This is an optimization exercise on Yosys and OpenROAD, whose aim is small area, not a production implementation. Function was checked by simulation only, so behaviour that the tests miss may differ from the original. Power is estimated from default activity; no workload was simulated.

**flow/design.v**
```verilog
module zec (
    input  wire        clk,
    input  wire        rst,
    input  wire        t_valid,
    input  wire [39:0] t_cmd,
    output wire        t_ready,
    output reg         t_rsp_valid,
    output reg  [39:0] t_rsp,
    input  wire        h_valid,
    input  wire [39:0] h_cmd,
    output wire        h_ready,
    output reg         h_rsp_valid,
    output reg  [39:0] h_rsp,
    output reg         hnote
);
    localparam integer RX_CAP = 16;
    localparam integer TX_CAP = 16;
    localparam [31:0] RX_BASE       = 32'h2000_0100;
    localparam [31:0] TX_BASE       = 32'h2000_0200;
    localparam [31:0] MAGIC_BASE    = 32'hBEEF_0100;
    localparam integer SEQ_BITS     = 8;
    localparam [31:0] PROTO_VERSION = 32'h0000_0001;
    localparam [7:0]  NOTE_ID       = 8'h00;
    localparam integer RXW = $clog2(RX_CAP);
    localparam integer TXW = $clog2(TX_CAP);
    localparam [7:0] ST_OK        = 8'h00;
    localparam [7:0] ST_EMPTY     = 8'h01;
    localparam [7:0] ST_FULL      = 8'h02;
    localparam [7:0] ST_NOT_READY = 8'h03;
    localparam [7:0] ST_VMISMATCH = 8'h04;
    localparam [7:0] ST_BAD_ARG   = 8'h05;
    localparam [7:0] ST_ILLEGAL   = 8'h06;
    localparam [7:0] OP_T_SETUP    = 8'h01;
    localparam [7:0] OP_T_GETB     = 8'h02;
    localparam [7:0] OP_T_PUTB     = 8'h03;
    localparam [7:0] OP_T_FLUSH    = 8'h04;
    localparam [7:0] OP_T_PUSH     = 8'h05;
    localparam [7:0] OP_T_POP      = 8'h06;
    localparam [7:0] OP_T_NEN      = 8'h07;
    localparam [7:0] OP_T_SIGNAL   = 8'h08;
    localparam [7:0] OP_T_RDSSR    = 8'h09;
    localparam [7:0] OP_T_RDSTAT   = 8'h0A;
    localparam [7:0] OP_H_RDSSR    = 8'h81;
    localparam [7:0] OP_H_NEGOTIATE= 8'h82;
    localparam [7:0] OP_H_RDDESC   = 8'h83;
    localparam [7:0] OP_H_PUSH     = 8'h84;
    localparam [7:0] OP_H_POP      = 8'h85;
    localparam [7:0] OP_H_PEEK     = 8'h86;
    localparam [7:0] OP_H_RDIDX    = 8'h87;
    localparam [7:0] OP_H_SIGNAL   = 8'h88;
    reg [1:0]            hs;
    reg [31:0]           ssr;
    reg [SEQ_BITS-1:0]   seq;
    reg                  nen;
    reg                  npend;
    reg [RXW-1:0]        rx_head, rx_tail;
    reg [TXW-1:0]        tx_head, tx_tail;
    reg [8*RX_CAP-1:0]   rx_mem;      
    reg [8*TX_CAP-1:0]   tx_mem;
    reg [7:0]            zrun;
    reg [7:0]            zrem;
    reg                  esc;
    reg [31:0]           txcount, rxcount;
    reg                  prio_t;      
    wire fire = npend && nen && (hs != 2'd0);
    assign t_ready = !rst && !fire && !(h_valid && !prio_t);
    assign h_ready = !rst && !fire && !(t_valid &&  prio_t);
    wire gnt_t = t_valid && t_ready;
    wire gnt_h = h_valid && h_ready;
    wire go    = gnt_t || gnt_h;
    wire [39:0] cmd = gnt_h ? h_cmd : t_cmd;
    wire [7:0]  op  = cmd[39:32];
    wire [31:0] arg = cmd[31:0];
    wire [7:0]  ab  = arg[7:0];
    wire [RXW:0] rx_count = (rx_head >= rx_tail) ? ({1'b0, rx_head} - {1'b0, rx_tail})
                                                 : ({1'b0, rx_head} + RX_CAP[RXW:0] - {1'b0, rx_tail});
    wire [TXW:0] tx_count = (tx_head >= tx_tail) ? ({1'b0, tx_head} - {1'b0, tx_tail})
                                                 : ({1'b0, tx_head} + TX_CAP[TXW:0] - {1'b0, tx_tail});
    wire [TXW:0] tx_free  = TX_CAP[TXW:0] - 1'b1 - tx_count;
    wire         rx_full  = (rx_count == RX_CAP - 1);
    function [RXW-1:0] rx_inc(input [RXW-1:0] i);
        rx_inc = (i == RX_CAP - 1) ? {RXW{1'b0}} : i + 1'b1;
    endfunction
    function [TXW-1:0] tx_inc(input [TXW-1:0] i);
        tx_inc = (i == TX_CAP - 1) ? {TXW{1'b0}} : i + 1'b1;
    endfunction
    reg [1:0]          n_hs;
    reg [31:0]         n_ssr;
    reg [SEQ_BITS-1:0] n_seq;
    reg                n_nen, n_npend;
    reg [RXW-1:0]      n_rx_head, n_rx_tail;
    reg [TXW-1:0]      n_tx_head, n_tx_tail;
    reg [8*RX_CAP-1:0] n_rx_mem;
    reg [8*TX_CAP-1:0] n_tx_mem;
    reg [7:0]          n_zrun, n_zrem;
    reg                n_esc;
    reg [31:0]         n_txcount, n_rxcount;
    reg [7:0]          st;           
    reg [31:0]         dat;          
    reg                do_note;
    reg [47:0]         el;
    reg [2:0]          elen;
    reg [2:0]          k;
    reg [TXW-1:0]      wi;
    reg [RXW-1:0]      rt;
    reg [RXW:0]        rc;
    reg [7:0]          v;
    reg                need_count;
    reg                legal;
    reg [1:0]          gate;
    always @(*) begin
        n_hs      = hs;
        n_ssr     = ssr;
        n_seq     = seq;
        n_nen     = nen;
        n_npend   = npend;
        n_rx_head = rx_head;
        n_rx_tail = rx_tail;
        n_tx_head = tx_head;
        n_tx_tail = tx_tail;
        n_rx_mem  = rx_mem;
        n_tx_mem  = tx_mem;
        n_zrun    = zrun;
        n_zrem    = zrem;
        n_esc     = esc;
        n_txcount = txcount;
        n_rxcount = rxcount;
        st         = ST_OK;
        dat        = 32'd0;
        do_note    = 1'b0;
        el         = 48'd0;
        elen       = 3'd0;
        wi         = {TXW{1'b0}};
        rt         = rx_tail;
        rc         = rx_count;
        v          = 8'd0;
        need_count = 1'b0;
        legal = 1'b0;
        gate  = 2'd0;
        if (!gnt_h) begin
            case (op)
                OP_T_SETUP, OP_T_SIGNAL, OP_T_RDSSR:
                    legal = (arg == 32'd0);
                OP_T_GETB, OP_T_FLUSH, OP_T_POP: begin
                    legal = (arg == 32'd0);
                    gate  = 2'd1;
                end
                OP_T_PUTB, OP_T_PUSH: begin
                    legal = (arg[31:8] == 24'd0);
                    gate  = 2'd1;
                end
                OP_T_NEN, OP_T_RDSTAT:
                    legal = (arg[31:8] == 24'd0);
                default:
                    legal = 1'b0;
            endcase
        end else begin
            case (op)
                OP_H_RDSSR, OP_H_SIGNAL:
                    legal = (arg == 32'd0);
                OP_H_NEGOTIATE: begin
                    legal = 1'b1;
                    gate  = 2'd1;
                end
                OP_H_RDDESC, OP_H_PUSH: begin
                    legal = (arg[31:8] == 24'd0);
                    gate  = 2'd2;
                end
                OP_H_POP: begin
                    legal = (arg == 32'd0);
                    gate  = 2'd2;
                end
                OP_H_PEEK:
                    legal = 1'b1;
                OP_H_RDIDX:
                    legal = (arg[31:8] == 24'd0);
                default:
                    legal = 1'b0;
            endcase
        end
        if (fire) begin
            n_npend = 1'b0;
            n_seq   = seq + 1'b1;
            n_ssr   = MAGIC_BASE + {{(32-SEQ_BITS){1'b0}}, seq + 1'b1};
        end else if (go) begin
            if (!legal) begin
                st = ST_ILLEGAL;
            end else if (hs < gate) begin
                st = ST_NOT_READY;
            end else begin
                case (op)
                    OP_T_SETUP: begin
                        n_rx_mem  = {8*RX_CAP{1'b0}};
                        n_tx_mem  = {8*TX_CAP{1'b0}};
                        n_rx_head = {RXW{1'b0}};
                        n_rx_tail = {RXW{1'b0}};
                        n_tx_head = {TXW{1'b0}};
                        n_tx_tail = {TXW{1'b0}};
                        n_zrun    = 8'd0;
                        n_zrem    = 8'd0;
                        n_esc     = 1'b0;
                        n_txcount = 32'd0;
                        n_rxcount = 32'd0;
                        n_npend   = 1'b0;
                        n_seq     = {SEQ_BITS{1'b0}};
                        n_ssr     = MAGIC_BASE;
                        n_hs      = 2'd1;
                    end
                    OP_T_GETB: begin
                        if (zrem != 8'd0) begin
                            n_zrem    = zrem - 1'b1;
                            n_rxcount = rxcount + 1'b1;
                            st        = ST_OK;
                            dat       = 32'd0;
                        end else begin
                            if (!esc) begin
                                if (rc == 0) begin
                                    st = ST_EMPTY;
                                end else begin
                                    v = rx_mem[8*rt +: 8];
                                    n_rx_mem[8*rt +: 8] = 8'h00;
                                    rt = rx_inc(rt);
                                    rc = rc - 1'b1;
                                    do_note = 1'b1;
                                    if (v != 8'h80) begin
                                        n_rxcount = rxcount + 1'b1;
                                        st  = ST_OK;
                                        dat = {24'd0, v};
                                    end else begin
                                        n_esc      = 1'b1;
                                        need_count = 1'b1;
                                    end
                                end
                            end else begin
                                need_count = 1'b1;
                            end
                            if (need_count) begin
                                if (rc == 0) begin
                                    st = ST_EMPTY;       
                                end else begin
                                    v = rx_mem[8*rt +: 8];
                                    n_rx_mem[8*rt +: 8] = 8'h00;
                                    rt = rx_inc(rt);
                                    do_note   = 1'b1;
                                    n_esc     = 1'b0;
                                    n_rxcount = rxcount + 1'b1;
                                    st        = ST_OK;
                                    if (v == 8'h80) begin
                                        dat = 32'h0000_0080;
                                    end else begin
                                        n_zrem = v - 1'b1;
                                        dat    = 32'd0;
                                    end
                                end
                            end
                            n_rx_tail = rt;
                        end
                    end
                    OP_T_PUTB, OP_T_FLUSH: begin
                        if (op == OP_T_PUTB && ab == 8'h00 && zrun != 8'd254) begin
                            n_zrun    = zrun + 1'b1;
                            n_txcount = txcount + 1'b1;
                            st        = ST_OK;
                        end else begin
                            if (op == OP_T_PUTB && ab == 8'h00) begin
                                el   = {32'd0, 8'hFF, 8'h80};
                                elen = 3'd2;
                            end else begin
                                if (zrun == 8'd128) begin
                                    el[31:0] = {8'h01, 8'h80, 8'h7F, 8'h80};
                                    elen     = 3'd4;
                                end else if (zrun != 8'd0) begin
                                    el[15:0] = {zrun, 8'h80};
                                    elen     = 3'd2;
                                end
                                if (op == OP_T_PUTB) begin
                                    if (ab == 8'h80) begin
                                        el[8*elen +: 8]     = 8'h80;
                                        el[8*(elen+1) +: 8] = 8'h80;
                                        elen = elen + 3'd2;
                                    end else begin
                                        el[8*elen +: 8] = ab;
                                        elen = elen + 3'd1;
                                    end
                                end
                            end
                            if ({{(TXW-2){1'b0}}, elen} > tx_free) begin
                                st = ST_FULL;
                            end else begin
                                wi = tx_head;
                                for (k = 3'd0; k < 3'd6; k = k + 3'd1) begin
                                    if (k < elen) begin
                                        n_tx_mem[8*wi +: 8] = el[8*k +: 8];
                                        wi = tx_inc(wi);
                                    end
                                end
                                n_tx_head = wi;
                                n_zrun    = 8'd0;
                                if (elen != 3'd0)
                                    do_note = 1'b1;
                                if (op == OP_T_PUTB)
                                    n_txcount = txcount + 1'b1;
                                st = ST_OK;
                            end
                        end
                    end
                    OP_T_PUSH: begin
                        if (ab == 8'h00) begin
                            st = ST_BAD_ARG;
                        end else if (tx_free == 0) begin
                            st = ST_FULL;
                        end else begin
                            n_tx_mem[8*tx_head +: 8] = ab;
                            n_tx_head = tx_inc(tx_head);
                            do_note   = 1'b1;
                            st        = ST_OK;
                        end
                    end
                    OP_T_POP: begin
                        if (rx_count == 0) begin
                            st = ST_EMPTY;
                        end else begin
                            dat = {24'd0, rx_mem[8*rx_tail +: 8]};
                            n_rx_mem[8*rx_tail +: 8] = 8'h00;
                            n_rx_tail = rx_inc(rx_tail);
                            do_note   = 1'b1;
                            st        = ST_OK;
                        end
                    end
                    OP_T_NEN: begin
                        if (ab != NOTE_ID) begin
                            st = ST_BAD_ARG;
                        end else begin
                            n_nen = 1'b1;
                            st    = ST_OK;
                        end
                    end
                    OP_T_SIGNAL, OP_H_SIGNAL: begin
                        n_npend = 1'b1;
                        st      = ST_OK;
                    end
                    OP_T_RDSSR, OP_H_RDSSR: begin
                        st  = ST_OK;
                        dat = ssr;
                    end
                    OP_T_RDSTAT: begin
                        if (ab == 8'd0) begin
                            dat = txcount;
                        end else if (ab == 8'd1) begin
                            dat = rxcount;
                        end else begin
                            st = ST_BAD_ARG;
                        end
                    end
                    OP_H_NEGOTIATE: begin
                        dat = ssr;
                        if (ssr[31:SEQ_BITS] == arg[31:SEQ_BITS]) begin
                            if (hs == 2'd1)
                                n_hs = 2'd2;
                            st = ST_OK;
                        end else begin
                            n_hs = 2'd1;
                            st   = ST_VMISMATCH;
                        end
                    end
                    OP_H_RDDESC: begin
                        case (ab)
                            8'd0:    dat = RX_BASE;
                            8'd1:    dat = RX_CAP;
                            8'd2:    dat = TX_BASE;
                            8'd3:    dat = TX_CAP;
                            8'd4:    dat = PROTO_VERSION;
                            default: st  = ST_BAD_ARG;
                        endcase
                    end
                    OP_H_PUSH: begin
                        if (ab == 8'h00) begin
                            st = ST_BAD_ARG;
                        end else begin
                            n_hs = 2'd3;
                            if (rx_full) begin
                                st = ST_FULL;
                            end else begin
                                n_rx_mem[8*rx_head +: 8] = ab;
                                n_rx_head = rx_inc(rx_head);
                                st = ST_OK;
                            end
                        end
                    end
                    OP_H_POP: begin
                        n_hs = 2'd3;
                        if (tx_count == 0) begin
                            st = ST_EMPTY;
                        end else begin
                            dat = {24'd0, tx_mem[8*tx_tail +: 8]};
                            n_tx_mem[8*tx_tail +: 8] = 8'h00;
                            n_tx_tail = tx_inc(tx_tail);
                            st = ST_OK;
                        end
                    end
                    OP_H_PEEK: begin
                        if (arg >= RX_BASE && arg < RX_BASE + RX_CAP) begin
                            dat = {24'd0, rx_mem[8*(arg - RX_BASE) +: 8]};
                        end else if (arg >= TX_BASE && arg < TX_BASE + TX_CAP) begin
                            dat = {24'd0, tx_mem[8*(arg - TX_BASE) +: 8]};
                        end else begin
                            st = ST_BAD_ARG;
                        end
                    end
                    OP_H_RDIDX: begin
                        case (ab)
                            8'd0:    dat = {{(32-RXW){1'b0}}, rx_head};
                            8'd1:    dat = {{(32-RXW){1'b0}}, rx_tail};
                            8'd2:    dat = {{(32-TXW){1'b0}}, tx_head};
                            8'd3:    dat = {{(32-TXW){1'b0}}, tx_tail};
                            default: st  = ST_BAD_ARG;
                        endcase
                    end
                    default: st = ST_ILLEGAL;
                endcase
            end
            if (do_note)
                n_npend = 1'b1;
        end
    end
    always @(posedge clk) begin
        if (rst) begin
            hs          <= 2'd0;
            ssr         <= 32'd0;
            seq         <= {SEQ_BITS{1'b0}};
            nen         <= 1'b0;
            npend       <= 1'b0;
            rx_head     <= {RXW{1'b0}};
            rx_tail     <= {RXW{1'b0}};
            tx_head     <= {TXW{1'b0}};
            tx_tail     <= {TXW{1'b0}};
            zrun        <= 8'd0;
            zrem        <= 8'd0;
            esc         <= 1'b0;
            txcount     <= 32'd0;
            rxcount     <= 32'd0;
            prio_t      <= 1'b1;
            t_rsp_valid <= 1'b0;
            h_rsp_valid <= 1'b0;
            hnote       <= 1'b0;
        end else begin
            hs          <= n_hs;
            ssr         <= n_ssr;
            seq         <= n_seq;
            nen         <= n_nen;
            npend       <= n_npend;
            rx_head     <= n_rx_head;
            rx_tail     <= n_rx_tail;
            tx_head     <= n_tx_head;
            tx_tail     <= n_tx_tail;
            zrun        <= n_zrun;
            zrem        <= n_zrem;
            esc         <= n_esc;
            txcount     <= n_txcount;
            rxcount     <= n_rxcount;
            if (gnt_t)
                prio_t <= 1'b0;
            else if (gnt_h)
                prio_t <= 1'b1;
            t_rsp_valid <= gnt_t;
            h_rsp_valid <= gnt_h;
            hnote       <= fire;
        end
    end
    always @(posedge clk) begin
        rx_mem <= n_rx_mem;
        tx_mem <= n_tx_mem;
        if (gnt_t)
            t_rsp <= {st, dat};
        if (gnt_h)
            h_rsp <= {st, dat};
    end
endmodule
```
**flow/run.sh**
```bash
#!/bin/bash
# synth_recipe.tcl (not shown) runs the flow's synth.tcl, then flattens the netlist and writes it again
# the make line also repeats each setting of config.mk as NAME=value (left out here)
make -C /OpenROAD-flow-scripts/flow DESIGN_CONFIG=/design/flow/config.mk WORK_HOME=/design/flow/orfs CLKGATE_MAP_FILE= SYNTH_SCRIPT=/design/flow/synth_recipe.tcl finish
```
**flow/config.mk**
```make
export PLATFORM = sky130hd
export DESIGN_NAME = zec
export DESIGN_NICKNAME = zec
export VERILOG_FILES = /design/flow/design.v
export SDC_FILE = /design/flow/constraint.sdc
export NUM_CORES = 4
export LEC_CHECK = 0
export CAP_MARGIN = 20
export CORE_MARGIN = 2
export CORE_UTILIZATION = 40
export SLEW_MARGIN = 20
```
**flow/constraint.sdc**
```tcl
create_clock -name core_clock -period 13.0 [get_ports {clk}]
set_input_delay 2.6000 -clock core_clock [delete_from_list [all_inputs] [get_ports {clk}]]
set_output_delay 2.6000 -clock core_clock [all_outputs]
set_load 0.01 [all_outputs]
```
==> notes.md <==
==> synth_stat cells (all sizes together) (14+ instances only) <==
master	number
clkbuf	263
a221o	31
a211o	16
a31oi	43
o22ai	32
a22o	21
nand3	267
a211oi	28
nor3	111
nand2	765
buf	84
o21ai	469
nor4	41
nand3b	22
mux4	80
nor2	457
nand2b	30
a221oi	54
a21o	23
o211ai	50
xor2	47
mux2i	146
or3	50
edfxtp	326
and3	72
and2	26
dfxtp	114
xnor2	33
nor2b	37
o31ai	37
or2	26
a32o	63
nand4	66
a311oi	14
a22oi	181
inv	86
or4	15
o221ai	15
ha	57
a21oi	364
==> layout by cell type, fill, tap and decap left out, types with 23 or more instances in the layout <==
cell | synthesis | final
nor2_1 | 455 | 426
a221o_1 | 31 | 31
clkbuf_16 | 0 | 56
o21ai_1 | 24 | 24
nand2_1 | 764 | 760
mux2i_1 | 146 | 141
o211ai_1 | 48 | 48
inv_1 | 82 | 81
o21ai_0 | 441 | 440
mux4_2 | 80 | 80
nand4_1 | 66 | 66
a32o_1 | 63 | 63
xnor2_1 | 32 | 32
nor2b_1 | 37 | 37
nand2b_1 | 30 | 30
or2_2 | 23 | 23
a21oi_1 | 363 | 363
a22oi_1 | 181 | 181
a31oi_1 | 43 | 42
a211oi_1 | 27 | 27
nor3_1 | 109 | 106
o22ai_1 | 32 | 32
nand3_1 | 266 | 265
and3_1 | 72 | 72
clkdlybuf4s50_1 | 0 | 157
nor2_2 | 2 | 29
nor4_1 | 36 | 32
and2_1 | 24 | 23
ha_1 | 57 | 57
o31ai_1 | 36 | 31
xor2_1 | 47 | 47
or3_1 | 50 | 50
dfxtp_1 | 114 | 110
edfxtp_1 | 326 | 326
buf_4 | 10 | 131
a221oi_1 | 54 | 54
==> per-stage QoR <==
step | instances | utilization [%] | hold WS, ns | cell area (sq um) | power, uW
2_1_floorplan | 4823 | - | 0.444 | 38100 | 1660
5_1_grt | 6141 | 45.6 | 0.510 | 43100 | 3470
4_1_cts | 6139 | 45.5 | 0.483 | 43100 | 3400
3_5_place_dp | 6034 | 43.6 | 0.471 | 41200 | 1800
3_3_place_gp | 6031 | 43.5 | 0.470 | 41100 | 1800
6_report | 6148 | 45.6 | 0.483 | 43100 | 3420
==> layout make-up <==
| cell class | instances | area (sq um) |
|---|---|---|
| clock inverter | 36 | 355 |
| tap | 1265 | 1580 |
| sequential | 440 | 12100 |
| timing repair buffer | 295 | 2650 |
| clock buffer | 69 | 1500 |
| antenna | 7 | 17.5 |
| inverter | 88 | 332 |
| fill | 9439 | 51500 |
| multi-input combinational | 3948 | 24600 |
==> logic make-up after synthesis <==
logic type / Yosys count / synth area share [%]
compound gates: 1534 / 26.2
fa+ha+maj: 59 / 1.98
buf+inv: 435 / 4.51
simple gates: 2026 / 24.7
xor+xnor: 81 / 1.92
mux: 238 / 8.93
flops: 440 / 31.7
other cells: 1 / 0.00986
==> tightest hold or removal path: stages, from the launching register on <==
cell and delay [ns]:
dfxtp_1 0.33, nand2_1 0.06, a21oi_1 0.05
==> worst paths after layout <==
kind                           end  cells after the start                     from  slack (ns)
max reg2reg  tx_mem[118]$_DFFE_PP_                     34  tx_head[0]$_SDFFE_PP0P_        3.12
min reg2reg   zrem[0]$_SDFFE_PP0P_                      2     zrem[0]$_SDFFE_PP0P_        0.48
max          tx_mem[118]$_DFFE_PP_                     37                t_cmd[33]        1.13
min           zrem[0]$_SDFFE_PP0P_                      2     zrem[0]$_SDFFE_PP0P_        0.48
==> flip-flops by register name (all words and copies together) (netlist names), 8 cells and up <==
signal   flops
zrem         8
txcount     32
tx_mem     128
rxcount     32
rx_mem     128
h_rsp       35
t_rsp       35
zrun         8
==> power by group through the flow <==
stage / Sequential [uW] / Combinational, uW / Clock (uW)
global placement: 1530 / 268 / 0
CTS: 1500 / 271 / 1620
detailed placement: 1530 / 270 / 0
floorplan: 1540 / 122 / 0
finish: 1500 / 286 / 1640
global route: 1500 / 289 / 1680
==> routing by layer <==
metal	up-vias	routed length [microns]	share of wire [%]	track usage, %
li1	18300	-	-	-
met1	20700	71800	36	49.3
met2	3719	81300	41	56.4
met3	1019	29600	15	14.2
met4	18	16500	8.3	25.8
met5	-	137	0.069	0
==> metrics.yaml <==
outcome: "no timing/DRC/antenna violations"
power_frac_seq_pct: 43.9
clock-root-buffer: "clkbuf_16"
die_x_microns: 312
critPathKind: "input port to flip-flop"
cts_max_level: 2
timing.fmax_mhz: 84.2
clk_latency_ns: 0.71
vias: 43700
postSynthCellCount: 4814
dieHeight_microns: 312
yosysTopAreaCell: "edfxtp_1"
clockBufferDepth: 3
setup.worst_path.start_class: "input port"
grt.overflow.total: 0
grt_usage_pct: 39.2
rsz0062_at_grt: "false"
remaining_drc_errors: 0
cp_max_fo: 15
io_buffer_count: 158
layout_setup_ws_ns: 1.13
clock-sinks: 440
ys_top_cells_by_area: "edfxtp_1 (26%), nand2_1 (7.5%), dfxtp_1 (6.0%)"
yosys_warnings: 1
power_leakage_uw: 0.0146
combPwrFrac_pct: 8.4
p_int_uw: 2490
yosys.cell_types.count: 111
switching_share_pct: 27.3
synth_top_flop_cell: "edfxtp_1"
routed_wl_mm: 199
grt_start_max_net_pins: 129
cts_buffers: 56
fin_crit_ns: 11.87
preCtsSetupSlack_ns: 0.756
vias_per_cell: 7.11
tightestPinTransition_ns: 1.36
p_sw_uw: 935
ant_nets: 0
layout-drive-gt1-share_pct: 9.35
final.setup.tns_ns: 0
max_cap_violations: 0
firstDrtPassIters: 7
critPathSlowestCell: "o21ai_0"
dp_hpwl_mm: 141
hold_buffers: 0
clockPowerShare_pct: 47.8
setup_viol: 0
crit_family: "compound AO/OA/AOI/OAI gates"
cp_data_arrival_time_ns: 12.28
coreArea_sq_um: 94600
slew_viol_final: 0
post_cts_buffers: 0
vdd_drop_max_v: 0.000102
synth_top_area_share_pct: 25.7
die_area_sq_um: 97600
cp_slowest_stage_delay_ns: 0.88
syn_area_sq_um: 38000
synthToLayoutAreaGrowth_pct: 13.3
ys_ff_latch: 440
ctsResizeCount: 0
hold_path.class: "flip-flop to flip-flop"
synthArstFlopShare_pct: 0
post_drt_wl_per_cell_microns: 32.4
num_rows: 113
ys_seq_area_share_pct: 31.7
relSlewSlack_pct: 8.92
grt_pass1_wl_mm: 283
end_kind: "flip-flop"
synth.avg_cell_area_sq_um: 7.90
finalCritPeriodShare_pct: 91.3
clk_pin_slew_ns: 0.06
antenna_found_initial: 17
place.gp.congestion: 1.11
critPathBufInv: 7
synth_edf_count: 326
worstPathRequired_ns: 13.40
cts_tree: "done"
io_pins: 169
initial_core_util_pct: 40.2
first_global_vias: 39600
drt_iter0_drc: 7801
skew_ns: 0.0179
hold_viol_final: 0
cellPowerDensity_nw_per_um2: 79.4
cpMostUsedCell: "ha_1"
fin_nets: 4972

afterwards: timing with drivers on the ports:
The results above use ideal ports. As a check the final layout listed here was re-extracted and re-timed, cells and wires unchanged.
Step 1 (the two cells are an assumption about what drives the block):
set clk [get_ports {clk}]
set_driving_cell -lib_cell sky130_fd_sc_hd__clkbuf_16 $clk
set_driving_cell -lib_cell sky130_fd_sc_hd__buf_2 [delete_from_list [all_inputs] $clk]
Step 2 times the ports against the registers' clock, not the clock port: input delays grow and output delays shrink by t, the midpoint of the rising clock arrivals with the driver on.
a / b / c = ideal / step 1 / step 2; a / b = the first two.
t (ns): 0.775
setup slack, ns: 1.125 / 1.154 / 0.379
hold slack, ns: 0.483 / 0.483 / 0.483
latest minus earliest clock arrival (ns): 0.021 / 0.020
After both steps setup and hold are still met in this run. For this run, drivers alone change the setup slack by +0.029 ns; drivers and shift together by -0.746 ns.
